From an optimization exercise on the open Yosys and OpenROAD flow, aimed at small area, a short achievable clock period and few clock cycles; shortcuts taken in it are not production practice.
At most, simulation tests tie the RTL to the original design; equivalence was not proved.
Only the layout flow was run in runs 1, 2, 4 and 5; the RTL was not checked for function there.
Power and IR drop assume default switching activity.

==> design/flow/design.v <==
module crcarc (
    input  wire        clk,
    input  wire        rst,         
    input  wire        cmd_valid,
    output wire        cmd_ready,
    input  wire [11:0] cmd,
    output reg         rsp_valid,
    output wire [31:0] rsp
);
    localparam [3:0] OP_NOP       = 4'h0;
    localparam [3:0] OP_CRC_CLR   = 4'h1;
    localparam [3:0] OP_CRC_BYTE  = 4'h2;
    localparam [3:0] OP_DEC_START = 4'h3;
    localparam [3:0] OP_DEC_CHAR  = 4'h4;
    localparam [3:0] OP_HEX_START = 4'h5;
    localparam [3:0] OP_HEX_CHAR  = 4'h6;
    localparam [3:0] OP_HEX_CHECK = 4'h7;
    localparam [3:0] OP_RD        = 4'h8;
    localparam [2:0] D_IDLE  = 3'd0;
    localparam [2:0] D_RUN   = 3'd3;
    localparam [2:0] D_DONE  = 3'd4;
    localparam [2:0] D_DIGIT = 3'd1;
    localparam [2:0] D_POINT = 3'd2;
    localparam [2:0] D_CFG   = 3'd5;
    localparam [2:0] D_SEQ   = 3'd6;
    localparam [2:0] H_IDLE  = 3'd0;
    localparam [2:0] H_RUN   = 3'd1;
    localparam [2:0] H_DONE  = 3'd2;
    localparam [2:0] H_HEX   = 3'd3;
    localparam [2:0] H_LEN   = 3'd4;
    localparam [2:0] H_SEQ   = 3'd6;
    reg [15:0] crc;
    reg [14:0] acc_lo;
    reg [14:0] acc_hi;
    reg [3:0]  acc_c;       
    reg        acc_p;       
    reg [3:0]  digits;
    reg [3:0]  decimals;
    reg [3:0]  dpos;
    reg [2:0]  dcode;
    reg [15:0] hexv;
    reg [2:0]  hcnt;
    reg [2:0]  hcode;
    reg [15:0] calc;
    reg        match;
    reg        ill;
    reg [11:0] cq;
    reg [4:0]  rsel;
    assign cmd_ready = 1'b1;
    wire [3:0] op  = cq[11:8];
    wire [7:0] arg = cq[7:0];
    reg [15:0] crc_next_byte;
    integer    i;
    always @(*) begin
        crc_next_byte = crc ^ {8'h00, arg};
        for (i = 0; i < 8; i = i + 1) begin
            if (crc_next_byte[0])
                crc_next_byte = (crc_next_byte >> 1) ^ 16'hA001;
            else
                crc_next_byte = crc_next_byte >> 1;
        end
    end
    wire       arg_is_digit = (arg[7:4] == 4'h3) && !(arg[3] && (arg[2] || arg[1]));
    wire       arg_is_point = (arg == 8'h2E);
    reg        cfg_legal;
    always @(*) begin
        case (arg[7:4])
            4'd1:    cfg_legal = (arg[3:0] <= 4'd8);
            4'd2:    cfg_legal = (arg[3:0] <= 4'd7);
            4'd3:    cfg_legal = (arg[3:0] <= 4'd6);
            4'd4:    cfg_legal = (arg[3:0] <= 4'd5);
            4'd5:    cfg_legal = (arg[3:0] <= 4'd4);
            4'd6:    cfg_legal = (arg[3:0] <= 4'd3);
            4'd7:    cfg_legal = (arg[3:0] <= 4'd2);
            4'd8:    cfg_legal = (arg[3:0] <= 4'd1);
            4'd9:    cfg_legal = (arg[3:0] == 4'd0);
            default: cfg_legal = 1'b0;
        endcase
    end
    wire       at_point     = (decimals != 4'd0) && (dpos == digits);
    wire       dec_last     = (decimals == 4'd0) ? (dpos + 4'd1 == digits)
                                                 : ({1'b0, dpos} == {1'b0, digits} + {1'b0, decimals});
    wire [3:0]  dig         = arg[3:0];
    wire [18:0] lo_next     = {1'b0, acc_lo, (dig[3] ? 3'd7 : dig[2:0])}
                            + {3'b000, acc_lo, dig[3]}
                            + {18'd0, dig[3] & dig[0]};
    wire [14:0] hi_next     = {acc_hi[11:0], (acc_c[3] ? 3'd7 : acc_c[2:0])}
                            + {acc_hi[13:0], acc_c[3]}
                            + {14'd0, acc_c[3] & acc_c[0]};
    wire [29:0] acc         = {acc_hi, acc_lo};
    wire [1:0] dstate = (dcode == D_IDLE) ? 2'd0 :
                        (dcode == D_RUN)  ? 2'd1 :
                        (dcode == D_DONE) ? 2'd2 : 2'd3;
    wire [3:0] derrc  = (dstate == 2'd3) ? {1'b0, dcode} : 4'd0;
    wire       d_run  = (dcode == D_RUN);
    wire       d_err  = (dstate == 2'd3);
    wire       arg_is_alpha = (arg[7:6] == 2'b01) && (arg[4:3] == 2'b00)
                              && (arg[2:0] != 3'd0) && (arg[2:0] != 3'd7);
    wire       arg_is_hex   = arg_is_digit || arg_is_alpha;
    wire [3:0] hex_val      = arg[6] ? {1'b1, (arg[2:0] == 3'd1 || arg[2:0] == 3'd2) ? 1'b0 : 1'b1,
                                        (arg[2:0] == 3'd3 || arg[2:0] == 3'd4) ? 1'b0 : 1'b1, ~arg[0]}
                                     : arg[3:0];
    wire       h_err  = hcode[2] | (hcode[1] & hcode[0]);
    wire [1:0] hstate = h_err ? 2'd3 : hcode[1:0];
    wire [3:0] herrc  = h_err ? {1'b0, hcode} : 4'd0;
    wire       h_run  = (hcode == H_RUN);
    wire [31:0] status = {decimals, digits, 1'b0, hcnt, dpos, herrc, derrc,
                          2'b00, ill, match, hstate, dstate};
    assign rsp = ({32{rsel[0]}} & {16'd0, crc})
               | ({32{rsel[1]}} & {2'd0, acc})
               | ({32{rsel[2]}} & {16'd0, hexv})
               | ({32{rsel[3]}} & {16'd0, calc})
               | ({32{rsel[4]}} & status);
    always @(posedge clk) begin
        cq[7:0] <= cmd[7:0];
        rsel    <= 5'd0;
        if (op == OP_RD && arg[7:3] == 5'd0) begin
            rsel[0] <= (arg[2:0] == 3'd0);
            rsel[1] <= (arg[2:0] == 3'd1);
            rsel[2] <= (arg[2:0] == 3'd2);
            rsel[3] <= (arg[2:0] == 3'd3);
            rsel[4] <= (arg[2:0] == 3'd4);
        end
        if (rst) begin
            cq[11:8]  <= OP_NOP;
            crc       <= 16'd0;
            acc_lo    <= 15'd0;
            acc_hi    <= 15'd0;
            acc_c     <= 4'd0;
            acc_p     <= 1'b0;
            digits    <= 4'd0;
            decimals  <= 4'd0;
            dpos      <= 4'd0;
            dcode     <= D_IDLE;
            hexv      <= 16'd0;
            hcnt      <= 3'd0;
            hcode     <= H_IDLE;
            calc      <= 16'd0;
            match     <= 1'b0;
            ill       <= 1'b0;
            rsp_valid <= 1'b0;
        end else begin
            cq[11:8]  <= cmd_valid ? cmd[11:8] : OP_NOP;
            rsp_valid <= 1'b0;
            acc_p     <= 1'b0;
            if (acc_p)
                acc_hi <= hi_next;
            begin
                case (op)
                    OP_NOP: ;
                    OP_CRC_CLR:  crc <= 16'd0;
                    OP_CRC_BYTE: crc <= crc_next_byte;
                    OP_DEC_START: begin
                        digits   <= arg[7:4];
                        decimals <= arg[3:0];
                        acc_lo   <= 15'd0;
                        acc_hi   <= 15'd0;
                        acc_p    <= 1'b0;
                        dpos     <= 4'd0;
                        dcode    <= cfg_legal ? D_RUN : D_CFG;
                    end
                    OP_DEC_CHAR: begin
                        if (d_run) begin
                            if (at_point) begin
                                if (arg_is_point)
                                    dpos <= dpos + 4'd1;
                                else
                                    dcode <= D_POINT;
                            end else if (arg_is_digit) begin
                                acc_lo <= lo_next[14:0];
                                acc_c  <= lo_next[18:15];
                                acc_p  <= 1'b1;
                                dpos <= dpos + 4'd1;
                                if (dec_last)
                                    dcode <= D_DONE;
                            end else
                                dcode <= D_DIGIT;
                        end else if (!d_err)
                            dcode <= D_SEQ;
                    end
                    OP_HEX_START: begin
                        hexv  <= 16'd0;
                        hcnt  <= 3'd0;
                        calc  <= 16'd0;
                        match <= 1'b0;
                        hcode <= H_RUN;
                    end
                    OP_HEX_CHAR: begin
                        if (h_run) begin
                            if (!arg_is_hex)
                                hcode <= H_HEX;
                            else if (hcnt == 3'd4)
                                hcode <= H_LEN;
                            else begin
                                hexv <= {hexv[11:0], hex_val};
                                hcnt <= hcnt + 3'd1;
                            end
                        end else if (!h_err)
                            hcode <= H_SEQ;
                    end
                    OP_HEX_CHECK: begin
                        if (h_run) begin
                            if (hcnt == 3'd4) begin
                                calc  <= crc;
                                match <= (hexv == crc);
                                hcode <= H_DONE;
                            end else
                                hcode <= H_LEN;
                        end else if (!h_err)
                            hcode <= H_SEQ;
                    end
                    OP_RD: begin
                        rsp_valid <= 1'b1;
                        if (arg > 8'h04)
                            ill <= 1'b1;
                    end
                    default: ill <= 1'b1;    
                endcase
            end
        end
    end
endmodule
==> design/flow/run.sh <==
#!/bin/bash
# synth_recipe.tcl (not shown) runs the flow's synth.tcl, then flattens the netlist and writes it again
# the make line also repeats each setting of config.mk as NAME=value (left out here)
make -C /OpenROAD-flow-scripts/flow DESIGN_CONFIG=/design/flow/config.mk WORK_HOME=/design/flow/orfs CLKGATE_MAP_FILE= SYNTH_SCRIPT=/design/flow/synth_recipe.tcl finish
==> design/flow/config.mk <==
export PLATFORM = sky130hd
export DESIGN_NAME = crcarc
export DESIGN_NICKNAME = crcarc
export VERILOG_FILES = /design/flow/design.v
export SDC_FILE = /design/flow/constraint.sdc
export NUM_CORES = 4
export LEC_CHECK = 0
export CAP_MARGIN = 20
export CORE_MARGIN = 2
export CORE_UTILIZATION = 70
export CTS_BUF_LIST = sky130_fd_sc_hd__clkbuf_4 sky130_fd_sc_hd__clkbuf_8
export CTS_CLUSTER_DIAMETER = 200
export CTS_CLUSTER_SIZE = 40
export SETUP_SLACK_MARGIN = 2.5
export SLEW_MARGIN = 20
==> design/flow/constraint.sdc <==
create_clock -name core_clock -period 5.0 [get_ports {clk}]
set_input_delay 1.0000 -clock core_clock [delete_from_list [all_inputs] [get_ports {clk}]]
set_output_delay 1.0000 -clock core_clock [all_outputs]
set_load 0.01 [all_outputs]
==> results of run 1 <==
[cells in the mapped netlist, types with 4 or more instances]
cell type | number | share of area
xnor2_1 | 36 | 0.043
clkbuf_1 | 42 | 0.021
or2_2 | 7 | 0.0059
a31oi_1 | 6 | 0.0051
buf_6 | 4 | 0.0061
buf_2 | 5 | 0.0034
nor3b_1 | 4 | 0.0041
a22o_1 | 15 | 0.018
xor2_1 | 38 | 0.045
nand4_1 | 7 | 0.0059
nor4_1 | 9 | 0.0076
nand2_1 | 79 | 0.040
o31ai_1 | 4 | 0.0041
a41oi_1 | 4 | 0.0047
o211ai_1 | 4 | 0.0041
a211oi_1 | 6 | 0.0061
a22oi_1 | 55 | 0.056
a21oi_1 | 68 | 0.046
o21a_1 | 6 | 0.0061
ha_1 | 37 | 0.063
inv_1 | 12 | 0.0061
a21o_1 | 15 | 0.015
nor2_1 | 81 | 0.041
nor3_1 | 18 | 0.012
nand3_1 | 48 | 0.033
and3_1 | 7 | 0.0059
dfxtp_1 | 124 | 0.34
mux2i_1 | 9 | 0.012
buf_1 | 5 | 0.0025
nand2b_1 | 10 | 0.0085
a211o_1 | 5 | 0.0059
a221oi_1 | 4 | 0.0047
nor4b_1 | 4 | 0.0047
a31o_2 | 4 | 0.0047
o21ai_0 | 28 | 0.019
nor2b_1 | 10 | 0.0085
and2_1 | 13 | 0.011
nand3b_1 | 8 | 0.0081
[metrics by stage]
step / total power [mW] / worst slack (ns)
after floorplan: 1.15 / 2.38
after global placement: 1.18 / 1.89
after detailed placement: 1.18 / 1.87
after CTS: 2.04 / 2.31
after global routing: 2.11 / 2.28
final: 2.07 / 2.32
[routing by layer]
metal  part of all wire  vias to the layer above  wire length, um  global-route usage
met5                  0                        -                0                   0
met2               0.46                      568            11500               0.674
met3               0.11                      133             2780               0.114
met1               0.37                     3590             9190               0.509
met4              0.059                        0             1470               0.244
li1                   -                     3365                -                   -
[timing repair]
item,in CTS,in global routing
pin swaps,20,28
setup buffers,35,13
setup endpoints to repair,77,58
gates cloned,1,0
gates resized for setup,188,61
[cell type report]
cell class,count,area [um2]
clock buffer,17,234
tap,136,170
inverter,12,45.0
timing repair buffer,98,791
multi-input combinational,693,5000
fill,555,1350
clock inverter,15,150
sequential,124,2540
[power breakdown]
part	total, mW	internal [mW]	switching (mW)
sequential	1.02	0.995	0.0294
clock	0.885	0.439	0.446
combinational	0.158	0.0678	0.0904
[path summary, 6_finish.rpt]
| kind | start | to | slack (ns) | cells past startpoint |
|---|---|---|---|---|
| setup / recovery | rsel[1] | rsp[10] | 2.32 | 5 |
| hold / removal | digits[0] | digits[0] | 0.50 | 2 |
| setup reg to reg | cq[3] | acc_lo[8] | 2.35 | 11 |
| hold reg to reg | digits[0] | digits[0] | 0.50 | 2 |
[worst max-delay path: stages (launching register included)]
cell and delay (ns):
dfxtp_4 0.36, buf_6 0.14, a22o_1 0.21, a221oi_2 0.19, o21ai_1 0.15, buf_2 0.17
[registers in the layout (all words and copies together) (netlist names)]
name / cells
decimals: 4
crc: 16
cq: 12
digits: 4
match: 1
hcode: 3
acc_p: 1
dcode: 3
calc: 16
acc_c: 4
acc_lo: 15
hexv: 16
hcnt: 3
rsp_valid: 1
rsel: 5
ill: 1
acc_hi: 15
dpos: 4
[cell families after synthesis]
family,count (synthesis),synth area share
buffers and inverters,72,0.0444
AND/OR/NAND/NOR,318,0.214
other,1,0.000507
AO/OA/AOI/OAI,248,0.230
XOR/XNOR,75,0.0909
multiplexers,10,0.0137
adder cells (fa/ha/maj),40,0.0708
flip-flops,124,0.336
==> results.txt, run 1 <==
- For the pin with the worst max-slew slack, the measured transition is 1.03 ns.
- For this design, the CTS-stage hold fixing added 0 buffers.
- Post-Synthesis Cells: slightly below 900
- Worst slew margin relative to its limit: 0.316
- Diodes inserted: 0
* Site Rows: 37
- Total clock buffers created by CTS: 17
* Register clock-pin slew on the reported worst setup and hold paths: ~0.07 ns
- The synthesized design contains 124 register bits.
* Final setup violation count: 0
- DRC Markers: 0
* Fin. max-slew vios: 0
- The worst setup path is captured at an output port.
- I/O pin count: 49
- Setup repair after global routing could not meet its margin everywhere.
- Antenna-violating nets left: 0
* Outcome: complete, no violations
- Area overhead of the layout relative to synthesis: 20.8%
* Die W: 107 um
- In this run the deepest clock path goes through 2 buffers.
- Number of placed instances, taps included: 1014
- CTS Sinks: ~120
- The routed layout has 7656 vias.
- The first global-routing pass estimated 37200 um of wire.
- Post-route clock period utilization: 0.537
- Final design area excluding fillers: between 0.008 and 0.009 mm2
- Clock tree synthesis selected as its root buffer the cell clkbuf_8.
- In the routed layout, each cell is associated on average with a via count of 6.99.
- The total overflow left after global routing is 0.
* Antenna violations before repair: 0
- When the netlist entered floorplanning its net count stood at about 940.
* Maximum vdd drop: 0.395 mV
- Of all nets on the critical path, the largest fanout is 6.
- Measured along the y axis, the die boundary spans roughly 110 um.
* Setup Skew: 0.0177 ns
- Final worst hold slack: 0.496 ns
- Overall fraction of global-route tracks in use: 0.421
* Placer's final routability congestion estimate: 0.949
- Across the run, the number of max-cap violations was 0.
- STA puts the critical path data arrival time at 1.68 ns.
- Post-route setup TNS: 0 ns
* Later-pin clock latency in the skew report: 0.49 ns
* Number of endpoints with negative hold slack in the final report: 0
* Max Freq: 373 MHz
- The floorplan step defined a die boundary enclosing 0.0114 mm2.
- Total number of yosys warnings: 1
* Routed wire length: 25000 um
- Seq/Total Area, Yosys: 0.336
- Net total in the final layout: 1001
- The total area inside the core boundary comes to 0.0103 mm2.
- Fraction of the core area covered by cells at the end of the flow: 0.869
- The library cells used most frequently in the layout, excluding fill and tap cells, are dfxtp_1 (96), nor2_1 (78), nand2_1 (77).
- In the final layout, the share of cells above drive strength 1 is 0.239.
- TritonCTS built the clock tree.
- Yosys mapped the design onto 73 distinct sky130hd cell types.
* Critical path type: reg2out
* Crit path required time: around 4.0 ns
* Summed instance area of the synthesized netlist: around 0.0074 mm2
* Port Buffer Count: between 40 and 50
- Before antenna repair, the detailed router went through 6 iterations.
- For this design the ratio of total power to cell area is 232 mW/mm2.
- Total placed instance area: 0.00782 mm2
- Primary flip-flop cell chosen by synthesis mapping: dfxtp_1
- Static leakage power: 3.67 nW
* Async set-reset flop share out of synthesis: 0
- Via count of the first global-routing pass: roughly 7.2k
- Pin count of the biggest net entering global routing: 93
- Dividing the synthesized area by the synthesized cell count gives between 8 and 9 um2.
- WL per Instance: 22.8 um
* Number of flops mapped to enable cells by yosys: 0
* Worst Setup Start Kind: flip-flop
* Final cell count without fillers: around 1.1k
- Initial cell density of the core: 0.719
- After legalization and detailed placement, the total HPWL measured 14600 um.
- Most common cell after layout, fill and taps aside: dfxtp_1
* Max H-tree Level: 4
* Period minus WS final: about 2.7 ns
* Hold/Removal Path Class: reg2reg
- Number of DRC markers in iteration 0: 1111
==> run 2: changes to the inputs <==
==> design/flow/config.mk (replaced) <==
export PLATFORM = sky130hd
export DESIGN_NAME = crcarc
export DESIGN_NICKNAME = crcarc
export VERILOG_FILES = /design/flow/design.v
export SDC_FILE = /design/flow/constraint.sdc
export NUM_CORES = 4
export LEC_CHECK = 0
export CAP_MARGIN = 20
export CORE_MARGIN = 2
export CORE_UTILIZATION = 60
export CTS_BUF_LIST = sky130_fd_sc_hd__clkbuf_8
export CTS_CLUSTER_SIZE = 30
export SETUP_SLACK_MARGIN = 2.2
export SLEW_MARGIN = 20
==> run 2 against run 1 <==
  * Global-route usage decreased by 8.1 points
  * Clock power increased by 8.7%
  * Critical endpoint is now rsp[29]
  * Clock skew decreased by 0.0087 ns
  * Setup slack got worse by 0.071 ns
  * Combinational power decreased by 8%
  * Via count decreased by 8.3%
  * Flip-flop and latch count unchanged
==> results.txt, run 2 <==
- Maximum vdd drop: 0.232 mV (-41%)
* Static leakage power: 3.59 nW (-2.1%)
- Clock root buffer: clkbuf_8
- The hold buffer count at cts is 0 (unchanged).
- Port Buffer Count: 47 (unchanged)
- Die W: 115 um (+7.7%)
- Period minus WS final: 2.75 ns (+0.0709 ns)
* Routed wire length: 21800 um (-13%)
* PD cells: 251 mW/mm2 (+8.4%)
- Diodes inserted: 0 (unchanged)
- Critical path buffers and inverters: 2 (unchanged)
- Most common library cells after synthesis: dfxtp_1 (124), nor2_1 (81), nand2_1 (79)
- The routed via count came to 7019 (-8.3%).
- The worst setup path is of the reg2out kind.
- The via count of the first global-routing pass is 6655 (-7.8%).
- The starting density of the core is 0.615 (-0.104).
- The worst hold path terminates at ill.
- The setup TNS was 0 ns (unchanged).
* Stage delay of the slowest cell on the critical path: 0.55 ns (+0.19 ns)
- The vertical die dimension came to 115 um (+7.7%).
- The fraction of post-synthesis cell area in the top cell type by area came to 0.336 (unchanged).
- Seq/Total Area, Yosys: 0.336 (unchanged)
- Total number of yosys warnings: 1 (unchanged)
- The async set-or-reset flop fraction in the synthesized netlist came to 0 (unchanged).
- Floorplan core area: 0.0120 mm2 (+17%)
- Most used cells in the layout excluding fill and tap cells: dfxtp_1 (110), nor2_1 (81), nand2_1 (79)
- The critical path goes through buf_8, a22o_1, clkdlybuf4s50_1.
- Slew at the pin with the worst max-slew slack: 0.967 ns (-0.0590 ns)
- The setup violation total in the final timing report is 0 (unchanged).
* Slowest cell on crit path: clkdlybuf4s50_1
* Antenna violations before repair: 0 (unchanged)
- Die outline area: 0.0132 mm2 (+16%)
- The post-detailed-route wirelength per cell was 20.3 um (-11%).
- Number of endpoints with negative hold slack in the final report: 0 (unchanged)
- The number of standard cells after synthesis came to 888 (unchanged).
* Summed instance area of the synthesized netlist: 0.00739 mm2 (unchanged)
* Outcome: complete, no violations
- Top cell family by delay on the critical path: buffers and inverters
- DRC Markers: 0 (unchanged)
* CTS tree: yes
- The fraction of final layout cells sized beyond drive strength 1 came to 0.109 (-0.130).
- Net total in the final layout: 969 (-3.2%)
- Hold/Removal Path Class: reg2reg
- Netlist cell types: 73 (unchanged)
* Most common cell after layout, fill and taps aside: dfxtp_1
- Later-pin clock latency in the skew report: 0.45 ns (-0.04 ns)
- The max-capacitance violation count came to 0 (unchanged).
* Max Freq: 363 MHz (-2.6%)
- The first-pass detailed-route iteration total came to 8 (+2).
* CP endpoint kind: output port
- The post-detailed-placement half-perimeter wirelength came to 14900 um (+1.8%).
- The final RePlAce weighted congestion is 0.907 (-4.4%).
* Antenna-violating nets left: 0 (unchanged)
* Length in cells of the worst reg-to-reg path: 11 (unchanged)
- Number of placed instances, taps included: 1027 (+1.3%)
- Yosys attributes the largest share of cell area to dfxtp_1 (34%), ha_1 (6.3%), a22oi_1 (5.6%).
* Synth Net Count: 943 (unchanged)
- Critical R2R Launch: cq[3]
- Area overhead of the layout relative to synthesis: 14.8%
- First-pass GRT wire length: 35300 um (-5.2%)
- The largest total area in the synthesized netlist belongs to dfxtp_1.
- FILL cells: 975 (+76%)
- The maximum number of pins on one net before global-route repair came to 93 (unchanged).
- The reg2reg setup slack came to 2.30 ns (-0.05 ns).
- The maximum root-to-sink buffer count came to 2 (unchanged).
* Worst slew margin relative to its limit: 0.356 (+0.0393)
- Cell with the most instances after synthesis: dfxtp_1
* Peak fanout along the critical path: 15 (+9)
* Total clock buffers created by CTS: 17 (unchanged)
- The row count was 40 (+8.1%).
- Cell count of the worst hold path: 2 (unchanged)
* Number of DRC markers in iteration 0: 798 (-28%)
* Number of flops mapped to enable cells by yosys: 0 (unchanged)
- Post-route clock period utilization: 0.551 (+0.0142)
- The worst register-to-register path ends at acc_c[1].
- Overflow after GRT: 0 (unchanged)
- Overall fraction of global-route tracks in use: 0.340 (-0.0807)
* Data arrival time of the critical path: 1.75 ns (+0.07 ns)
- Synthesis-stage register bit count: 124 (unchanged)
* Primary flip-flop cell chosen by synthesis mapping: dfxtp_1
- In the final layout, the registers with the most flip-flops are calc x16, crc x16, hexv x16.
* CTS Sinks: 124 (unchanged)
* I/O pin count: 49 (unchanged)
* RSZ-0062 raised after global routing: yes
- The mean cell area of the mapped netlist came to 8.32 um2 (unchanged).
- The clock-pin transition on the worst setup and hold timing paths was 0.07 ns (about the same).
- Final cell count without fillers: 1072 (-2.1%)
- The data required time of the worst path is 4.00 ns (about the same).
- Setup Skew: 0.00901 ns (-0.00866 ns)
* Vias per std cell: 6.55 (-6.4%)
- In this run the most critical hold path is launched from ill.
- STA classifies the critical path startpoint as a flip-flop.
- Fin. max-slew vios: 0 (unchanged)
- Max H-tree Level: 4 (unchanged)
## run 2: worst max path at each step
stage	from	end	slack, ns	cells past startpoint
floorplan	cq[3]	acc_c[1]	2.25	13
global placement	rsel[1]	rsp[10]	1.85	4
detailed placement	rsel[1]	rsp[10]	1.86	4
CTS	rsel[3]	rsp[12]	2.06	4
global route	cq[6]	hcnt[2]	2.15	7
finish	rsel[1]	rsp[29]	2.25	3
## run 2: layout make-up
class	count	area, um2	area share
Tap cell	147	184	0.0217
Clock buffer	18	248	0.0292
Inverter	12	45.0	0.00531
Multi-Input combinational cell	692	4670	0.550
Clock inverter	12	174	0.0205
Sequential cell	124	2520	0.297
Timing Repair Buffer	67	647	0.0763
## run 2: layer usage
metal  up-vias  wire (um)  GRT usage
met5         -          0          0
met2       365      10200      0.542
met3        52       1670     0.0590
met4         0        878      0.185
met1      3316       9030      0.441
li1       3286          -          -
## run 2: metrics by stage
stage,hold slack (ns),area [um2],setup WS (ns),utilization,power (mW)
6_report,0.484,8480,2.25,0.706,2.13
5_1_grt,0.524,8480,2.15,0.706,2.19
4_1_cts,0.486,8370,2.06,0.697,2.13
3_5_place_dp,0.467,7810,1.86,0.650,1.18
3_3_place_gp,0.463,7810,1.85,0.650,1.18
2_1_floorplan,0.436,7410,2.25,-,1.14
## run 2: timing repair
item                       4_1_cts  5_1_grt
setup endpoints to repair       54       46
buffers inserted                12        3
resized for setup               27       31
gates cloned                     0        0
pin swaps                        4        6
## run 2: worst min-delay path: stages (launching register included)
cell	delay, ns
dfxtp_1	0.34
a21oi_1	0.04
nor2_1	0.07
## run 2: kinds of logic (layout without fill, tap and decap cells)
group	after synthesis	in the layout	share of synthesized area
buffers and inverters	72	109	0.0444
DFF	124	124	0.336
AOI/OAI and AO/OA	248	248	0.230
and+or+nand+nor	318	318	0.214
muxes	10	10	0.0137
xor gates and xnor gates	75	75	0.0909
adders and majority gates	40	40	0.0708
other	1	1	0.000507
## run 2: power by group
group	internal (mW)	switching [mW]	total [mW]
sequential	0.996	0.0258	1.02
combinational	0.0617	0.0843	0.146
clock	0.548	0.414	0.962
==> run 3: changes to the inputs <==
--- a/design/flow/design.v
+++ b/design/flow/design.v
@@ -46,2 +46,3 @@
     reg        ill;
+    reg        cv;
     reg [11:0] cq;
@@ -114,5 +115,5 @@
     always @(posedge clk) begin
-        cq[7:0] <= cmd[7:0];
-        rsel    <= 5'd0;
-        if (op == OP_RD && arg[7:3] == 5'd0) begin
+        cq   <= cmd;
+        rsel <= 5'd0;
+        if (cv && op == OP_RD && arg[7:3] == 5'd0) begin
             rsel[0] <= (arg[2:0] == 3'd0);
@@ -124,3 +125,3 @@
         if (rst) begin
-            cq[11:8]  <= OP_NOP;
+            cv        <= 1'b0;
             crc       <= 16'd0;
@@ -142,3 +143,3 @@
         end else begin
-            cq[11:8]  <= cmd_valid ? cmd[11:8] : OP_NOP;
+            cv        <= cmd_valid;
             rsp_valid <= 1'b0;
@@ -147,3 +148,3 @@
                 acc_hi <= hi_next;
-            begin
+            if (cv) begin
                 case (op)
--- a/design/flow/config.mk
+++ b/design/flow/config.mk
@@ -9,6 +9,4 @@
 export CORE_MARGIN = 2
-export CORE_UTILIZATION = 60
-export CTS_BUF_LIST = sky130_fd_sc_hd__clkbuf_8
-export CTS_CLUSTER_SIZE = 30
-export SETUP_SLACK_MARGIN = 2.2
+export CORE_UTILIZATION = 40
+export SETUP_SLACK_MARGIN = 2.5
 export SLEW_MARGIN = 20
==> run 3 against run 2 <==
  * Still clean
  * Setup slack better by 0.13 ns
  * Routed wire length up 6.2%
  * Critical path depth up 9
  * Clock skew up 0.0023 ns
  * Register-to-register slack better by 0.08 ns
  * First-iteration DRC count down 33%
  * Utilization down 20 points
  * Sequential power about the same
  * Hold slack worse by 0.034 ns
  * Largest cell class unchanged
  * Highest routed layer unchanged
==> results.txt, run 3 <==
- The area of placed instances is 0.00803 mm2 (+2.9%).
- The worst setup skew after layout was 0.0113 ns (+0.00232 ns).
* Stage delay of the slowest cell on the critical path: 0.35 ns (-0.20 ns)
- Of all cell types, the one taking the most synthesized area is dfxtp_1.
* Diodes inserted: 0 (unchanged)
* Critical path type: reg2reg
- CP endpoint kind: flip-flop
* Post-route clock period utilization: 0.525 (-0.0258)
- Synthesis-stage register bit count: 125 (+0.81%)
- The hold buffer count at cts was 0 (unchanged).
* Hold/Removal Path Class: reg2reg
- Post-route setup TNS: 0 ns (unchanged)
* Die outline area: 0.0196 mm2 (+48%)
- Post-layout total power: 2.41 mW (+13%)
* Overall fraction of global-route tracks in use: 0.231 (-0.109)
- The number of filler instances in the final layout is 1761 (+81%).
* Slew at the pin with the worst max-slew slack: 0.959 ns (-0.00748 ns)
* Leading post-synthesis cells by cell area: dfxtp_1 (34%), ha_1 (6.3%), xnor2_1 (6.2%)
- Later-pin clock latency in the skew report: 0.43 ns (-0.02 ns)
* Final design area excluding fillers: 0.00909 mm2 (+7.1%)
* Vias per std cell: 5.85 (-11%)
* PD cells: 265 mW/mm2 (+5.5%)
* Port Buffer Count: 47 (unchanged)
- Post-placement worst setup slack: 1.89 ns (+0.0266 ns)
- The async set-or-reset flop fraction in the synthesized netlist is 0 (unchanged).
* Final worst hold slack: 0.450 ns (-0.0338 ns)
* Data arrival time of the critical path: 2.90 ns (+1.15 ns)
- The sequential cell area is 0.00255 mm2 (+1.2%).
- First-pass GRT wire length: 35700 um (+1.4%)
- Number of endpoints with negative hold slack in the final report: 0 (unchanged)
* Placer's final routability congestion estimate: 0.876 (-3.4%)
- Cell with the most instances after synthesis: dfxtp_1
- The I/O pin count is 49 (unchanged).
* Static leakage power: 3.76 nW (+4.7%)
- The count of flip-flops with a built-in enable after synthesis is 0 (unchanged).
- The switching power total was 0.607 mW (+16%).
* Sw Ratio: 0.252 (+0.00619)
* Multi-input gate area in the final layout: 0.00489 mm2 (+4.7%)
- The critical-path maximum fanout came to 4 (-11).
- The final-stage net count was 997 (+2.9%).
- Netlist cell types: 70 (-4.1%)
- Initial cell density of the core: 0.410 (-0.205)
* WL per Instance: 19.5 um (-3.9%)
* Seq/Total Area, Yosys: 0.338 (+0.00242)
* Primary flip-flop cell chosen by synthesis mapping: dfxtp_1
- The number of sinks handled by clock tree synthesis is 125 (+0.81%).
- Slowest cell on crit path: fa_2
- The remaining antenna violation count after routing is 0 (unchanged).
* Buffer levels on the longest clock path: 2 (unchanged)
* Top cell family by delay on the critical path: compound AO/OA/AOI/OAI gates
* Max H-tree Level: 4 (unchanged)
- Overflow after GRT: 0 (unchanged)
- Register clock-pin slew on the reported worst setup and hold paths: 0.06 ns (about the same)
- Area overhead of the layout relative to synthesis: 22.9%
- The fraction of post-synthesis cell area in the top cell type by area is 0.338 (+0.00242).
* Max Freq: 381 MHz (+4.9%)
- Registers with the most flip-flops: calc x16, crc x16, hexv x16
- Most used cells in the layout excluding fill and tap cells: dfxtp_1 (107), nor2_1 (85), nand2_1 (75)
- The first-pass detailed-route iteration total came to 5 (-3).
* Via count of the first global-routing pass: 6475 (-2.7%)
- The post-detailed-placement half-perimeter wirelength is 15300 um (+2.5%).
* RSZ-0062 raised after global routing: yes
- Summed instance area of the synthesized netlist: 0.00740 mm2 (about the same)
- Post-Synthesis Cells: 891 (+0.34%)
- Most common library cells after synthesis: dfxtp_1 (125), nor2_1 (86), a21oi_1 (75), nand2_1 (75), xnor2_1 (52)
* Height of the chip: 140 um (+22%)
- Crit path required time: 5.27 ns (+1.27 ns)
- Leaving out fill and tap cells, the most frequent cell in the layout is dfxtp_1.
- Mean post-synth cell area: 8.30 um2 (-0.25%)
- The number of remaining DRC errors is 0 (unchanged).
* Critical path, cell by cell: and2_4, ha_4, or2_4, fa_2, a211oi_2, nor2_2, buf_4, o21a_1, o41a_1, xor2_1, nand3_1, a21oi_1
- The cell sitting at the root of the clock tree is a clkbuf_16.
- The fraction of final layout cells sized beyond drive strength 1 was 0.179 (+0.0697).
* Maximum vdd drop: 0.253 mV (+9.2%)
- Critical path buffers and inverters: 1 (-1)
- The initial antenna violation count was 0 (unchanged).
- Combinational power share: 0.056 (-0.013)
- Pin count of the biggest net entering global routing: 76 (-18%)
- Worst slew margin relative to its limit: 0.361 (+0.00499)
- Worst Setup Start Kind: flip-flop
- The row count came to 49 (+23%).
* Total number of yosys warnings: 1 (unchanged)
- Total clock buffers created by CTS: 17 (unchanged)
* Floorplan core area: 0.0180 mm2 (+50%)
- Cell internal pwr: 1.80 mW (+12%)
- The final worst slack is 2.38 ns (+0.129 ns).
- TritonCTS built the clock tree.
- Period minus WS final: 2.62 ns (-0.129 ns)
- The number of nets produced by synthesis was 945 (+0.21%).
* Final setup violation count: 0 (unchanged)
- The max-capacitance violation count came to 0 (unchanged).
- Die W: 140 um (+22%)
* Fin. max-slew vios: 0 (unchanged)
- Routed wire length: 23200 um (+6.2%)
- Total via count after detailed routing: 6933 (-1.2%)
- Outcome: complete, no violations
- Clk network pwr share: 0.519 (+0.067)
* Power share of the sequential group: 0.426 (-0.054)
- The iteration-0 DRC count of the detailed router came to 532 (-33%).
==> run 3: changes by cell type after synthesis, sizes merged, moves of 5 or more <==
cell    delta
buf       -10
a211oi     +7
a22oi     -17
and3       +5
xor2      -14
nor2       +6
a21oi      +7
mux2i     +19
xnor2     +16
clkbuf     +5
nand3b     -6
==> run 3: cell families (layout without fill, tap and decap cells) <==
| kind of cell | count (synthesis) | count (layout) | share of synthesized area |
|---|---|---|---|
| flip-flops | 125 | 125 | 0.338 |
| XOR/XNOR | 76 | 76 | 0.0900 |
| buffers and inverters | 66 | 130 | 0.0359 |
| AO/OA/AOI/OAI | 240 | 241 | 0.219 |
| AND/OR/NAND/NOR | 316 | 316 | 0.210 |
| adder cells (fa/ha/maj) | 39 | 39 | 0.0680 |
| multiplexers | 28 | 28 | 0.0379 |
| other | 1 | 1 | 0.000507 |
==> run 3: layer usage <==
metal | global-route usage | wire length [um] | up-vias
li1 | - | - | 3337
met1 | 0.314 | 10700 | 3318
met2 | 0.363 | 10500 | 249
met3 | 0.0448 | 1450 | 29
met4 | 0.0905 | 561 | 0
met5 | 0 | 0 | -
==> run 3: final cells by class <==
class                           instances  share of cell area
Multi-Input combinational cell        701               0.538
Sequential cell                       125               0.280
Timing Repair Buffer                   87              0.0812
Clock buffer                           18              0.0472
Tap cell                              229              0.0315
Clock inverter                         14              0.0173
Inverter                               11             0.00454
==> run 3: what timing repair did <==
item,CTS,global route
resized for setup,100,66
endpoints found under the setup margin,81,48
pin swaps,22,22
buffers inserted,21,13
gates cloned,0,2
==> run 3: through the flow <==
stage,std cells,util
6_report,1185,0.504
2_1_floorplan,891,-
3_5_place_dp,1117,0.446
4_1_cts,1170,0.491
5_1_grt,1185,0.504
3_3_place_gp,1117,0.445
==> run 3: worst min-delay path, stage by stage, from the launching register on <==
cell and delay (ns):
dfxtp_1 0.31, nand2_1 0.05, a21oi_1 0.05
==> run 3: worst paths after layout <==
path	start	endpoint	slack, ns	cells past startpoint
worst max-delay path	cq[0]	acc_lo[8]	2.38	12
worst min-delay path	calc[6]	calc[6]	0.45	2
worst max register to register	cq[0]	acc_lo[8]	2.38	12
worst min register to register	calc[6]	calc[6]	0.45	2
==> run 3: power by group through the flow <==
stage / Combinational (mW) / Clock [mW] / Sequential (mW)
final: 0.134 / 1.25 / 1.02
after global placement: 0.122 / 0 / 1.05
after floorplan: 0.0991 / 0 / 1.03
after CTS: 0.130 / 1.26 / 1.02
after global routing: 0.144 / 1.31 / 1.02
after detailed placement: 0.122 / 0 / 1.05
Testbench counts of run 3, summed over its fixed seeds: cycles 16,194.
==> run 4: changes to the inputs <==
--- a/design/flow/design.v
+++ b/design/flow/design.v
@@ -7,3 +7,3 @@
     output reg         rsp_valid,
-    output wire [31:0] rsp
+    output reg  [31:0] rsp
 );
@@ -46,5 +46,3 @@
     reg        ill;
-    reg        cv;
     reg [11:0] cq;
-    reg [4:0]  rsel;
     assign cmd_ready = 1'b1;
@@ -109,19 +107,18 @@
                           2'b00, ill, match, hstate, dstate};
-    assign rsp = ({32{rsel[0]}} & {16'd0, crc})
-               | ({32{rsel[1]}} & {2'd0, acc})
-               | ({32{rsel[2]}} & {16'd0, hexv})
-               | ({32{rsel[3]}} & {16'd0, calc})
-               | ({32{rsel[4]}} & status);
+    reg  [31:0] rd_value;
+    always @(*) begin
+        case (arg)
+            8'h00:   rd_value = {16'd0, crc};
+            8'h01:   rd_value = {2'd0, acc_p ? hi_next : acc_hi, acc_lo};
+            8'h02:   rd_value = {16'd0, hexv};
+            8'h03:   rd_value = {16'd0, calc};
+            8'h04:   rd_value = status;
+            default: rd_value = 32'd0;
+        endcase
+    end
     always @(posedge clk) begin
-        cq   <= cmd;
-        rsel <= 5'd0;
-        if (cv && op == OP_RD && arg[7:3] == 5'd0) begin
-            rsel[0] <= (arg[2:0] == 3'd0);
-            rsel[1] <= (arg[2:0] == 3'd1);
-            rsel[2] <= (arg[2:0] == 3'd2);
-            rsel[3] <= (arg[2:0] == 3'd3);
-            rsel[4] <= (arg[2:0] == 3'd4);
-        end
+        cq[7:0] <= cmd[7:0];
+        rsp     <= rd_value;      
         if (rst) begin
-            cv        <= 1'b0;
+            cq[11:8]  <= OP_NOP;
             crc       <= 16'd0;
@@ -143,3 +140,3 @@
         end else begin
-            cv        <= cmd_valid;
+            cq[11:8]  <= cmd_valid ? cmd[11:8] : OP_NOP;
             rsp_valid <= 1'b0;
@@ -148,3 +145,3 @@
                 acc_hi <= hi_next;
-            if (cv) begin
+            begin
                 case (op)
==> run 4 against run 3 <==
  * Non-clock buffer count fell by 11
  * Count of clock-buffer cells in the layout grew 2
  * Synthesized cell count increased by 5.2%
  * Via count is 2.8% higher
  * Setup slack better by 0.072 ns
  * Cell count grew 6.4%
  * Sequential power is 22% higher
  * First-iteration DRC count rose by 8.5%
  * Final area grew 7.4%
  * Highest routed layer unchanged
==> results.txt, run 4 <==
- The path with the worst hold slack has its endpoint at calc[15].
- PD cells: 275 mW/mm2 (+3.9%)
* RSZ-0062 raised after global routing: yes
- The fraction of final layout cells sized beyond drive strength 1 was 0.138 (-0.0406).
- The number of nets produced by synthesis was 991 (+4.9%).
- The reg2reg setup slack was 2.45 ns (+0.07 ns).
- Site Rows: 52 (+6.1%)
- Period minus WS final: 2.55 ns (-0.0717 ns)
- The post-detailed-placement half-perimeter wirelength is 16200 um (+5.9%).
- The final RePlAce weighted congestion is 0.863 (-1.5%).
- Slew at the pin with the worst max-slew slack: 0.822 ns (-0.138 ns)
- Via count of the first global-routing pass: 6468 (-0.11%)
- Initial cell density of the core: 0.405 (-0.00529)
- The count of flip-flops with a built-in enable after synthesis came to 0 (unchanged).
* Cell type with the largest total area after synthesis: dfxtp_1
* Total number of yosys warnings: 1 (unchanged)
* Flip-flop count of the largest register, all copies and words added: 32
* Max Freq: 392 MHz (+2.8%)
- Area overhead of the layout relative to synthesis: 19.9%
* Register clock-pin slew on the reported worst setup and hold paths: 0.06 ns (about the same)
- Clock root buffer: clkbuf_16
* Peak fanout along the critical path: 5 (+1)
- Most common library cells after synthesis: dfxtp_1 (151), nand2_1 (103), a21oi_1 (87)
- The fraction of post-synthesis cell area in the top cell type by area is 0.371 (+0.0329).
- The vertical die dimension was 147 um (+4.8%).
- Synthesis-stage register bit count: 151 (+21%)
- The post-detailed-routing wire length is 23500 um (+1.4%).
* Later-pin clock latency in the skew report: 0.44 ns (about the same)
- Overall fraction of global-route tracks in use: 0.218 (-0.0131)
* Post-route setup TNS: 0 ns (unchanged)
- The startpoint identified for the worst hold timing path is calc[15].
- Max H-tree Level: 4 (unchanged)
- The post-route fraction of the period consumed by the critical path came to 0.511 (-0.0143).
- Number of iterations in the first detailed-routing pass: 7 (+2)
- The worst register-to-register path ends at acc_lo[11].
- Final setup violation count: 0 (unchanged)
- Setup Skew: 0.0149 ns (+0.00356 ns)
* Maximum vdd drop: 0.223 mV (-12%)
- Most common cell after layout, fill and taps aside: dfxtp_1
- The post-detailed-route wirelength per cell was 18.6 um (-4.7%).
- Netlist cell types: 81 (+16%)
- Number of endpoints with negative hold slack in the final report: 0 (unchanged)
- The I/O pin count is 49 (unchanged).
* Mean post-synth cell area: 8.69 um2 (+4.7%)
* Net total in the final layout: 1032 (+3.5%)
- Seq/Total Area, Yosys: 0.371 (+0.0329)
- The remaining max-slew budget at the tightest pin came to 0.452 (+0.0917).
- Total of max-cap violations: 0 (unchanged)
* Number of buffers added to fix hold violations after cts: 0 (unchanged)
* Static leakage power: 3.66 nW (-2.5%)
- The antenna diode count came to 0 (unchanged).
- The area inside the core boundary is 0.0201 mm2 (+12%).
* First-pass GRT wire length: 36500 um (+2.2%)
- Die W: 147 um (+4.8%)
- Post-Synthesis Cells: 937 (+5.2%)
* Die outline area: 0.0215 mm2 (+9.8%)
- Number of DRC markers in iteration 0: 577 (+8.5%)
- The number of sinks handled by clock tree synthesis is 151 (+21%).
* Async set-reset flop share out of synthesis: 0 (unchanged)
- The core utilization of the finished layout came to 0.486 (-0.0186).
* Cell count of the worst hold path: 2 (unchanged)
- The worst setup path is launched from a flip-flop.
* Total clock buffers created by CTS: 17 (unchanged)
- Vias per std cell: 5.65 (-3.4%)
- Hold/Removal Path Class: reg2reg
- The cell area after technology mapping was 0.00814 mm2 (+10%).
* Port Buffer Count: 47 (unchanged)
- The initial antenna violation count is 0 (unchanged).
- Critical path type: reg2reg
- Data arrival time of the critical path: 2.88 ns (-0.02 ns)
- The routed via count came to 7126 (+2.8%).
- The data required time of the worst path is 5.32 ns (+0.05 ns).
* Antenna-violating nets left: 0 (unchanged)
* Outcome: complete, no violations
* DRC Markers: 0 (unchanged)
- Leading post-synthesis cells by cell area: dfxtp_1 (37%), ha_1 (5.7%), a21oi_1 (5.3%)
- Critical R2R Launch: cq[3]
- TritonCTS built the clock tree.
- For this run, the leading register cell type out of synthesis is dfxtp_1.
- The count of pins over their slew limit came to 0 (unchanged).
- Length in cells of the worst reg-to-reg path: 10 (-2)
- In the layout the commonest cells are dfxtp_1 (142), nand2_1 (103), a21oi_1 (86).
- Overflow after GRT: 0 (unchanged)
* Pin count of the biggest net entering global routing: 45 (-41%)
- The maximum root-to-sink buffer count is 2 (unchanged).
- Cell with the most instances after synthesis: dfxtp_1
- Most flop-heavy register: rsp
- CP endpoint kind: flip-flop
==> run 4: changes by cell type in the layout (fill, tap and decap cells not counted), moves of 12 or more <==
cell | before | now
nor2_1 | 85 | 66
a21oi_1 | 70 | 86
nand2_1 | 75 | 103
clkdlybuf4s50_1 | 14 | 46
dfxtp_1 | 107 | 142
mux4_2 | 0 | 13
dlygate4sd2_1 | 12 | 0
mux2i_1 | 28 | 7
==> run 4: stage by stage <==
step	cell area, um2	instances	power, mW	worst slack (ns)	hold slack [ns]
after floorplan	8230	937	1.38	2.22	0.427
after global placement	8830	1209	1.42	1.96	0.435
after detailed placement	8830	1209	1.42	1.93	0.444
after CTS	9540	1249	2.70	2.47	0.450
after global routing	9760	1261	2.77	2.33	0.460
final	9760	1261	2.68	2.45	0.451
==> run 4: timing repair <==
action	CTS	global route
hold endpoints to repair	0	0
pin swaps	6	14
gates resized for setup	16	34
endpoints found under the setup margin	54	59
setup buffers	8	12
==> run 4: metal layers <==
metal	global-route usage	vias up	share of wire
met3	0.0503	38	0.052
met1	0.290	3418	0.45
li1	-	3446	-
met4	0.0830	0	0.027
met5	0	-	0
met2	0.346	224	0.47
==> run 4: worst max-delay path by stage <==
stage | startpoint | to | slack [ns] | depth (start not counted)
floorplan | cq[0] | acc_c[1] | 2.22 | 14
global placement | rst | acc_hi[13] | 1.96 | 6
detailed placement | rst | acc_hi[13] | 1.93 | 6
CTS | cq[6] | rsp[13] | 2.47 | 5
global route | cq[3] | acc_c[1] | 2.33 | 11
finish | cq[3] | acc_lo[11] | 2.45 | 10
==> run 4: area by class of cell <==
| type | instances | area [um2] |
|---|---|---|
| Timing Repair Buffer | 76 | 722 |
| Sequential cell | 151 | 3040 |
| Tap cell | 270 | 338 |
| Clock buffer | 20 | 447 |
| Multi-Input combinational cell | 716 | 5020 |
| Fill cell | 1902 | 10300 |
| Inverter | 16 | 60.1 |
| Clock inverter | 12 | 126 |
==> run 4: logic make-up (layout without fill, tap and decap cells) <==
kind of cell,Yosys count,after routing,share of synthesized area
simple gates,339,339,0.207
compound gates,240,240,0.194
flops,151,151,0.371
xor+xnor,77,77,0.0837
buf+inv,70,124,0.0375
fa+ha+maj,39,39,0.0618
mux,20,20,0.0446
other cells,1,1,0.000460
==> run 4: critical path: stages, from the launching register on <==
cell and delay [ns]:
dfxtp_4 0.37, buf_4 0.18, or2_2 0.30, ha_2 0.31, a21oi_1 0.15, nand2_1 0.10
a21o_1 0.23, a31oi_4 0.29, o21ai_1 0.12, xor2_1 0.17, a32o_1 0.22
==> run 4: where the power goes <==
| group | leakage, nW | switching, mW | internal (mW) |
|---|---|---|---|
| registers | 1.22 | 0.0294 | 1.21 |
| logic | 2.16 | 0.0907 | 0.0747 |
| clock network | 0.280 | 0.530 | 0.747 |
==> run 5: changes to the inputs <==
--- a/design/flow/design.v
+++ b/design/flow/design.v
@@ -7,3 +7,3 @@
     output reg         rsp_valid,
-    output reg  [31:0] rsp
+    output wire [31:0] rsp
 );
@@ -43,3 +43,4 @@
     reg [2:0]  hcode;
-    reg [15:0] calc;
+    reg [15:0] calc;        
+    reg        calc_v;
     reg        match;
@@ -47,2 +48,3 @@
     reg [11:0] cq;
+    reg [4:0]  rsel;
     assign cmd_ready = 1'b1;
@@ -107,16 +109,17 @@
                           2'b00, ill, match, hstate, dstate};
-    reg  [31:0] rd_value;
-    always @(*) begin
-        case (arg)
-            8'h00:   rd_value = {16'd0, crc};
-            8'h01:   rd_value = {2'd0, acc_p ? hi_next : acc_hi, acc_lo};
-            8'h02:   rd_value = {16'd0, hexv};
-            8'h03:   rd_value = {16'd0, calc};
-            8'h04:   rd_value = status;
-            default: rd_value = 32'd0;
-        endcase
-    end
+    assign rsp = ({32{rsel[0]}} & {16'd0, crc})
+               | ({32{rsel[1]}} & {2'd0, acc})
+               | ({32{rsel[2]}} & {16'd0, hexv})
+               | ({32{rsel[3]}} & {16'd0, calc})
+               | ({32{rsel[4]}} & status);
     always @(posedge clk) begin
         cq[7:0] <= cmd[7:0];
-        rsp     <= rd_value;      
+        rsel    <= 5'd0;
+        if (op == OP_RD && arg[7:3] == 5'd0) begin
+            rsel[0] <= (arg[2:0] == 3'd0);
+            rsel[1] <= (arg[2:0] == 3'd1);
+            rsel[2] <= (arg[2:0] == 3'd2);
+            rsel[3] <= (arg[2:0] == 3'd3) && calc_v;
+            rsel[4] <= (arg[2:0] == 3'd4);
+        end
         if (rst) begin
@@ -135,3 +138,3 @@
             hcode     <= H_IDLE;
-            calc      <= 16'd0;
+            calc_v    <= 1'b0;
             match     <= 1'b0;
@@ -181,3 +184,3 @@
                         hcnt  <= 3'd0;
-                        calc  <= 16'd0;
+                        calc_v <= 1'b0;
                         match <= 1'b0;
@@ -202,2 +205,3 @@
                                 calc  <= crc;
+                                calc_v <= 1'b1;
                                 match <= (hexv == crc);
--- a/design/flow/config.mk
+++ b/design/flow/config.mk
@@ -9,4 +9,8 @@
 export CORE_MARGIN = 2
-export CORE_UTILIZATION = 40
-export SETUP_SLACK_MARGIN = 2.5
+export CORE_UTILIZATION = 60
+export CTS_BUF_LIST = sky130_fd_sc_hd__clkbuf_8
+export CTS_CLUSTER_SIZE = 30
+export GPL_TIMING_DRIVEN = 1
+export PLACE_DENSITY = 0.75
+export SETUP_SLACK_MARGIN = 2.4
 export SLEW_MARGIN = 20
==> run 5 against run 4 <==
  * Global-route usage increased by 11 points
  * Routed wire length decreased by 6.9%
  * Synthesized cell count decreased by 10%
  * Maximum frequency decreased by 7.7%
  * Count of clock-buffer cells in the layout decreased by 3
  * Via count decreased by 2.3%
  * Combinational power decreased by 11%
  * Largest cell class unchanged
  * Still clean on timing, DRC and antenna
==> results.txt, run 5 <==
- Registers with the most flip-flops: calc x16, crc x16, hexv x16
- The post-detailed-placement half-perimeter wirelength came to 14300 um (-12%).
- Number of endpoints with negative hold slack in the final report: 0 (unchanged)
- Number of flops mapped to enable cells by yosys: 16 (+16)
- Worst Setup Start Kind: flip-flop
- The total CTS buffers came to 17 (unchanged).
* Via count of the first global-routing pass: 6660 (+3.0%)
- The critical path arrival came to 1.77 ns (-1.11 ns).
* Critical path type: reg2out
- Clock tree synthesis selected as its root buffer the cell clkbuf_8.
- The area inside the core boundary came to 0.0120 mm2 (-41%).
- The max-capacitance violation count is 0 (unchanged).
- Global-route track usage on met3: 0.0842 (+0.0339)
- Most used cells in the layout excluding fill and tap cells: dfxtp_1 (89), nor2_1 (59), nand2_1 (54)
- Total via count after detailed routing: 6959 (-2.3%)
- Final cell count without fillers: 1056 (-16%)
* GRT met2 Usage: 0.543 (+0.198)
- The number of remaining DRC errors came to 0 (unchanged).
- CTS Sinks: 125 (-17%)
- The number of nets produced by synthesis was 898 (-9.4%).
- The maximum number of pins on one net before global-route repair is 54 (+20%).
- The critical-path maximum fanout is 6 (+1).
- The first-pass detailed-route iteration total is 6 (-1).
- The area of placed instances is 0.00781 mm2 (-12%).
- The Yosys warning count was 1 (unchanged).
* Share of post-route cells with drive strength above 1: 0.173 (+0.0345)
* Synthesis-stage register bit count: 125 (-17%)
* Cell with the most instances after synthesis: dfxtp_1
- Register clock-pin slew on the reported worst setup and hold paths: 0.08 ns (+0.02 ns)
- The worst hold margin was 0.484 ns (+0.0334 ns).
- Sorting the synthesized cells by area gives the leading types as dfxtp_1 (30%), edfxtp_1 (6.5%), ha_1 (6.3%).
* Seq/Total Area, Yosys: 0.363 (-0.00866)
- The x dimension of the die came to 115 um (-22%).
- The count of pins over their slew limit was 0 (unchanged).
- Primary flip-flop cell chosen by synthesis mapping: dfxtp_1
- Area share of the largest cell type after synthesis: 0.297 (-0.0741)
- The total global routing overflow was 0 (unchanged).
- Post-Synthesis Cells: 843 (-10%)
* Slew at the pin with the worst max-slew slack: 1.01 ns (+0.185 ns)
- Most common cell after layout, fill and taps aside: dfxtp_1
* RSZ-0062 raised after global routing: yes
- The worst setup path is captured at an output port.
- The remaining antenna violation count after routing is 0 (unchanged).
- The antenna diode count is 0 (unchanged).
- The post-route fraction of the period consumed by the critical path came to 0.553 (+0.0425).
- The highest clock rate came to 362 MHz (-7.7%).
- The met1 usage was 0.397 (+0.107).
- Routed wire length: 21900 um (-6.9%)
- The cell area after technology mapping is 0.00734 mm2 (-9.8%).
- Site Rows: 40 (-23%)
* Die outline area: 0.0131 mm2 (-39%)
* Area overhead of the layout relative to synthesis: 18.1%
- The setup violation total in the final timing report came to 0 (unchanged).
- The synthesized design spends more area on one cell type than any other, namely dfxtp_1.
- The async set-or-reset flop fraction in the synthesized netlist was 0 (unchanged).
- Final design area excluding fillers: 0.00867 mm2 (-11%)
- The run finished with no timing, DRC or antenna violations.
- The count of H-tree levels built during CTS was 4 (unchanged).
- Antenna violations before repair: 0 (unchanged)
- The post-detailed-route wirelength per cell was 20.7 um (+11%).
- The clock insertion delay at the later pin of the skew report came to 0.46 ns (+0.02 ns).
- The final RePlAce weighted congestion is 0.970 (+12%).
- Most common library cells after synthesis: dfxtp_1 (109), nor2_1 (61), nand2_1 (54)
- The final critical path time including I/O delays and setup came to 2.77 ns (+0.212 ns).
- Port Buffer Count: 47 (unchanged)
- The I/O pin count is 49 (unchanged).
- The mean cell area of the mapped netlist came to 8.71 um2 (+0.24%).
- CTS tree: yes
- The maximum root-to-sink buffer count was 2 (unchanged).
- Most congested layer reported by global routing: met2
* Initial cell density of the core: 0.614 (+0.209)
- Crit path required time: 4.00 ns (-1.32 ns)
- Netlist cell types: 72 (-11%)
- Setup Skew: 0.0109 ns (-0.00403 ns)
- The largest voltage drop on the vdd net came to 0.246 mV (+11%).
- Vias per std cell: 6.59 (+17%)
- Number of DRC markers in iteration 0: 798 (+38%)
- The global router's overall resource usage came to 0.330 (+0.112).
- The final-stage net count came to 951 (-7.8%).
* Height of the chip: 115 um (-22%)
- First-pass GRT wire length: 33400 um (-8.5%)
- PD cells: 239 mW/mm2 (-13%)
- The setup TNS came to 0 ns (unchanged).
- Hold/Removal Path Class: reg2reg
- The cell count after placement was 987 (-18%).
- The remaining max-slew budget at the tightest pin was 0.329 (-0.124).
* Static leakage power: 3.62 nW (-1.2%)
- Post-layout total power: 2.08 mW (-23%)
## run 5: cell count changes after synthesis, moves of 6 or more
| cell | change |
|---|---|
| nand2_1 | -49 |
| dfxtp_1 | -42 |
| a21oi_1 | -36 |
| a22oi_1 | +19 |
| o21ai_0 | +18 |
| edfxtp_1 | +16 |
| xor2_1 | +15 |
| mux4_2 | -13 |
| nand3_1 | -12 |
| nand2b_1 | +10 |
| nor3_1 | -10 |
| xnor2_1 | -10 |
| clkbuf_1 | +7 |
| a31oi_1 | +6 |
## run 5: layout make-up
cell class              instances  area (um2)
fillers                       922        3290
repair buffers                 86         704
flip-flops and latches        125        2710
inverters                      15        56.3
clock inverters                15         150
clock buffers                  17         234
multi-input cells             651        4640
well taps                     147         184
## run 5: logic make-up (layout without fill, tap and decap cells)
logic type                 Yosys count  after routing  share of synthesized area
AOI/OAI and AO/OA                  251            251                      0.229
xor gates and xnor gates            81             81                     0.0966
adders and majority gates           40             40                     0.0712
buffers and inverters               67            133                     0.0376
DFF                                125            125                      0.363
muxes                               10             10                     0.0136
other                                1              1                   0.000511
and+or+nand+nor                    268            268                      0.189
## run 5: what timing repair did
item	CTS	global route
hold buffers	0	0
gates resized for setup	87	71
pin swaps	15	24
setup buffers	22	15
setup endpoints to repair	70	52
## run 5: critical path, cell delays in order, from the launching register on
cell and delay (ns):
dfxtp_4 0.38, buf_2 0.18, a222oi_1 0.41, nand2_1 0.16, buf_2 0.18
## run 5: metal layers
layer  share of wire  vias up  wire, um
li1                -     3203         -
met1            0.40     3326      8710
met2            0.48      343     10500
met3           0.073       87      1590
met4           0.048        0      1040
met5               0        -         0
## run 5: power breakdown
part           leakage, nW  total, mW  switching (mW)  internal [mW]
clock network        0.198      0.882           0.442          0.440
logic                 2.38      0.147          0.0831         0.0635
registers             1.04       1.05          0.0255           1.02
## run 5: worst paths after layout
path | from | to | slack [ns] | cells after the start
min | calc_v | calc_v | 0.48 | 2
max | rsel[0] | rsp[4] | 2.23 | 4
min reg2reg | calc_v | calc_v | 0.48 | 2
max reg2reg | cq[0] | acc_lo[14] | 2.41 | 12
## run 5: through the flow
step                worst slack (ns)   util
detailed placement              1.87  0.653
CTS                             2.23  0.703
floorplan                       2.41      -
global route                    2.21  0.725
global placement                1.93  0.653
finish                          2.23  0.725
==> run 6: changes to the inputs <==
--- a/design/flow/design.v
+++ b/design/flow/design.v
@@ -7,3 +7,3 @@
     output reg         rsp_valid,
-    output wire [31:0] rsp
+    output reg  [31:0] rsp
 );
@@ -48,2 +48,5 @@
     reg [11:0] cq;
+    reg [2:0]  dq_lo;
+    reg        dq_ci;
+    reg        rsp_due;
     reg [4:0]  rsel;
@@ -84,5 +87,5 @@
     wire [3:0]  dig         = arg[3:0];
-    wire [18:0] lo_next     = {1'b0, acc_lo, (dig[3] ? 3'd7 : dig[2:0])}
+    wire [18:0] lo_next     = {1'b0, acc_lo, dq_lo}
                             + {3'b000, acc_lo, dig[3]}
-                            + {18'd0, dig[3] & dig[0]};
+                            + {18'd0, dq_ci};
     wire [14:0] hi_next     = {acc_hi[11:0], (acc_c[3] ? 3'd7 : acc_c[2:0])}
@@ -109,3 +112,3 @@
                           2'b00, ill, match, hstate, dstate};
-    assign rsp = ({32{rsel[0]}} & {16'd0, crc})
+    wire [31:0] rsp_word = ({32{rsel[0]}} & {16'd0, crc})
                | ({32{rsel[1]}} & {2'd0, acc})
@@ -116,2 +119,5 @@
         cq[7:0] <= cmd[7:0];
+        dq_lo   <= cmd[3] ? 3'd7 : cmd[2:0];
+        dq_ci   <= cmd[3] & cmd[0];
+        rsp     <= rsp_word;      
         rsel    <= 5'd0;
@@ -142,5 +148,7 @@
             rsp_valid <= 1'b0;
+            rsp_due   <= 1'b0;
         end else begin
             cq[11:8]  <= cmd_valid ? cmd[11:8] : OP_NOP;
-            rsp_valid <= 1'b0;
+            rsp_due   <= 1'b0;
+            rsp_valid <= rsp_due;
             acc_p     <= 1'b0;
@@ -214,3 +222,3 @@
                     OP_RD: begin
-                        rsp_valid <= 1'b1;
+                        rsp_due <= 1'b1;
                         if (arg > 8'h04)
--- a/design/flow/config.mk
+++ b/design/flow/config.mk
@@ -12,5 +12,3 @@
 export CTS_CLUSTER_SIZE = 30
-export GPL_TIMING_DRIVEN = 1
-export PLACE_DENSITY = 0.75
-export SETUP_SLACK_MARGIN = 2.4
+export SETUP_SLACK_MARGIN = 2.9
 export SLEW_MARGIN = 20
==> run 6 against run 5 <==
  * Highest routed layer unchanged
  * Critical path depth up 2
  * Routed wire length up 11%
  * Sequential share of layout area up 2.6 points
  * Utilization up 4.5 points
  * Power up 23%
  * Largest cell class unchanged
  * Global-route usage down 0.38 points
==> results.txt, run 6 <==
- The number of filler instances in the final layout was 901 (-2.3%).
- The register with the most flip-flops in the layout has 32 of them.
* Synthesis-stage register bit count: 162 (+30%)
- The count of final hold-check violations is 0 (unchanged).
* Seq/Total Area, Yosys: 0.416 (+0.0538)
- Switching power of the nets: 0.640 mW (+16%)
* Final cell count without fillers: 1170 (+11%)
* Post-route setup TNS: 0 ns (unchanged)
* Outcome: complete, no violations
* Number of DRC markers in iteration 0: 908 (+14%)
- The cell area after technology mapping came to 0.00817 mm2 (+11%).
- Share of post-route cells with drive strength above 1: 0.223 (+0.0506)
- The remaining max-slew budget at the tightest pin is 0.423 (+0.0947).
* Area share of the largest cell type after synthesis: 0.358 (+0.0605)
* Initial cell density of the core: 0.615 (+0.000796)
- The post-detailed-routing wire length came to 24300 um (+11%).
- The multi-input gate area in the final layout was 0.00513 mm2 (+11%).
* Net total in the final layout: 1035 (+8.8%)
* Pin count of the biggest net entering global routing: 75 (+39%)
- Total clock buffers created by CTS: 17 (unchanged)
- Register Area: 0.00346 mm2 (+28%)
- The Yosys warning count was 1 (unchanged).
- The count of port buffers added during placement was 47 (unchanged).
- The global router's overall resource usage was 0.326 (-0.00381).
- Post-Synthesis Cells: 907 (+7.6%)
- The highest clock rate is 435 MHz (+20%).
- Final worst hold slack: 0.469 ns (-0.0154 ns)
* Diodes inserted: 0 (unchanged)
- Area overhead of the layout relative to synthesis: 25.3%
- The area inside the core boundary came to 0.0133 mm2 (+11%).
* Cell internal pwr: 1.92 mW (+26%)
- The total global routing overflow was 0 (unchanged).
* Primary flip-flop cell chosen by synthesis mapping: dfxtp_1
* RSZ-0062 raised after global routing: yes
* Final setup violation count: 0 (unchanged)
- Sw Ratio: 0.250 (-0.0154)
- Cell type with the largest total area after synthesis: dfxtp_1
* Static leakage power: 3.99 nW (+10%)
* DRC Markers: 0 (unchanged)
* Hold/Removal Path Class: reg2reg
- The final critical path time including I/O delays and setup was 2.30 ns (-0.467 ns).
- TritonCTS built the clock tree.
- More flip-flops sit in one register than any other, and that register is rsp.
* CP endpoint kind: flip-flop
- The mean cell area of the mapped netlist came to 9.01 um2 (+3.4%).
* Max H-tree Level: 4 (unchanged)
- The fraction of power consumed by the clock network was 0.404 (-0.021).
* PD cells: 250 mW/mm2 (+4.5%)
- The row count was 42 (+5.0%).
- The post-detailed-placement half-perimeter wirelength came to 15500 um (+8.0%).
* Worst Setup Start Kind: flip-flop
- Combinational power share: 0.070 (about the same)
* Most common library cells after synthesis: dfxtp_1 (146), nand2_1 (83), a21oi_1 (73)
* Number of placed instances, taps included: 1080 (+9.4%)
* Via count of the first global-routing pass: 7103 (+6.7%)
- Maximum vdd drop: 0.292 mV (+19%)
- Antenna violations before repair: 0 (unchanged)
- Cell with the most instances after synthesis: dfxtp_1
* WL per Instance: 20.8 um (+0.25%)
- The async set-or-reset flop fraction in the synthesized netlist is 0 (unchanged).
- The number of sinks handled by clock tree synthesis is 162 (+30%).
* Antenna-violating nets left: 0 (unchanged)
- After synthesis, the cell types taking the most area are dfxtp_1 (36%), edfxtp_1 (5.9%), ha_1 (5.5%).
* Synth Net Count: 961 (+7.0%)
* Clock root buffer: clkbuf_8
- Number of flops mapped to enable cells by yosys: 16 (unchanged)
- Post-route clock period utilization: 0.460 (-0.0934)
- Register clock-pin slew on the reported worst setup and hold paths: 0.09 ns (about the same)
- Die outline area: 0.0146 mm2 (+11%)
- The maximum root-to-sink buffer count came to 2 (unchanged).
- Crit path required time: 5.42 ns (+1.42 ns)
* Most used cells in the layout excluding fill and tap cells: dfxtp_1 (120), nand2_1 (80), a21oi_1 (61)
* Die W: 121 um (+5.3%)
- Fin. max-slew vios: 0 (unchanged)
- Vias per std cell: 6.45 (-2.1%)
- Data arrival time of the critical path: 2.72 ns (+0.95 ns)
* Placer's final routability congestion estimate: 0.931 (-3.9%)
- The number of distinct standard cells referenced by the synthesized netlist is 73 (+1.4%).
- The vertical die dimension came to 121 um (+5.3%).
- The worst setup skew after layout came to 0.0264 ns (+0.0155 ns).
- Power share of the sequential group: 0.526 (+0.021)
- Most common cell after layout, fill and taps aside: dfxtp_1
- First-pass GRT wire length: 36700 um (+9.8%)
- The transition time at the pin with the least slew margin was 0.864 ns (-0.143 ns).
* Total of max-cap violations: 0 (unchanged)
- Peak fanout along the critical path: 6 (unchanged)
- The I/O pin count is 49 (unchanged).
* Number of iterations in the first detailed-routing pass: 7 (+1)
- By startpoint and endpoint, the worst setup path is classified as reg2reg.
- The routed via count was 7551 (+8.5%).
* Later-pin clock latency in the skew report: 0.48 ns (+0.02 ns)
-- run 6: cell types whose count changed after synthesis, sizes merged, moves of 5 or more --
cell,change
dfxtp,+37
a21o,-5
nand2,+29
a21oi,+21
o21a,+5
o21ai,-21
nor3,+12
a31oi,-7
xor2,-21
o22ai,+5
nand2b,-14
xnor2,+12
a211oi,-5
-- run 6: power groups by stage --
stage                     Sequential, mW  Combinational [mW]  Clock (mW)
after floorplan                     1.36               0.108           0
after global placement              1.38               0.126           0
after detailed placement            1.38               0.129           0
after CTS                           1.35               0.145        1.04
after global routing                1.35               0.191        1.10
final                               1.35               0.180        1.03
-- run 6: what timing repair did --
action,CTS,global route
buffers inserted,26,28
setup endpoints to repair,113,82
resized for setup,144,69
pin swaps,47,49
gates cloned,3,1
hold buffers,0,0
-- run 6: cell families (layout without fill, tap and decap cells) --
| logic type | after synthesis | after routing | share of synthesized area |
|---|---|---|---|
| xor gates and xnor gates | 73 | 73 | 0.0801 |
| DFF | 162 | 162 | 0.416 |
| other | 1 | 1 | 0.000459 |
| and+or+nand+nor | 300 | 302 | 0.183 |
| muxes | 14 | 14 | 0.0171 |
| AOI/OAI and AO/OA | 249 | 249 | 0.205 |
| buffers and inverters | 69 | 154 | 0.0354 |
| adders and majority gates | 39 | 39 | 0.0625 |
-- run 6: metrics by stage --
step	cell area, um2	util	power [mW]	setup WS, ns
floorplan	8200	-	1.47	2.90
CTS	9710	0.730	2.53	2.70
detailed placement	8680	0.653	1.51	2.18
global route	10200	0.770	2.64	2.63
global placement	8680	0.653	1.51	2.23
finish	10200	0.770	2.56	2.70
-- run 6: critical path: stages, from the launching register on --
cell and delay [ns]:
dfxtp_4 0.37, or4_4 0.54, and4_4 0.21, a21bo_4 0.25
or2_4 0.29, or4_1 0.48, nand3_1 0.10
-- run 6: layer usage --
layer | GRT usage | vias to the layer above | part of all wire
li1 | - | 3466 | -
met1 | 0.403 | 3621 | 0.40
met2 | 0.532 | 391 | 0.48
met3 | 0.0722 | 73 | 0.076
met4 | 0.172 | 0 | 0.042
met5 | 0 | - | 0
-- run 6: area by class of cell --
cell class / instances / area share
Clock buffer: 18 / 0.0242
Inverter: 16 / 0.00586
Sequential cell: 162 / 0.338
Tap cell: 176 / 0.0215
Timing Repair Buffer: 106 / 0.0923
Clock inverter: 14 / 0.0171
Multi-Input combinational cell: 678 / 0.501
-- run 6: path summary, 6_finish.rpt --
kind / cells after the start / slack (ns) / startpoint / endpoint
hold reg to reg: 1 / 0.47 / rsp_due / rsp_valid
setup / recovery: 6 / 2.70 / decimals[0] / acc_c[1]
setup reg to reg: 6 / 2.70 / decimals[0] / acc_c[1]
hold / removal: 1 / 0.47 / rsp_due / rsp_valid
Testbench counts of run 6, summed over its fixed seeds: cycles 16,202.

-- static timing again, ports no longer ideal --
How much do the figures lean on ideal ports? The routed layouts below were timed once more, with nothing changed but the port constraints. Step 1, drivers: a clkbuf_16 drives clk and a buf_2 each remaining input, both assumed. Step 2 times the ports against the registers' clock, not the clock port: input delays grow and output delays shrink by t, the midpoint of the rising clock arrivals with the driver on. Slacks: no drivers / after step 1 / after step 2; pairs: no drivers / after step 1.
| run | t (ns) | setup WS [ns] | worst setup path at the end | slew at the worst register clock pin (ns) |
|---|---|---|---|---|
| run 1 | 0.517 | 2.317 / 2.277 / 2.059 | input to register | 0.09 / 0.09 |
| run 2 | 0.485 | 2.246 / 2.206 / 2.137 | input to register | 0.08 / 0.08 |
| run 3 | 0.464 | 2.375 / 2.375 / 2.307 | input to register | 0.06 / 0.06 |
| run 4 | 0.476 | 2.447 / 2.447 / 2.301 | input to register | 0.07 / 0.07 |
| run 5 | 0.486 | 2.235 / 2.199 / 2.095 | input to register | 0.08 / 0.08 |
| run 6 | 0.511 | 2.702 / 2.702 / 2.486 | input to register | 0.10 / 0.10 |
After both steps every run listed still meets setup and hold. The setup slack of run 1, which loses most, moves by -0.040 ns with the drivers and by -0.258 ns with both steps.
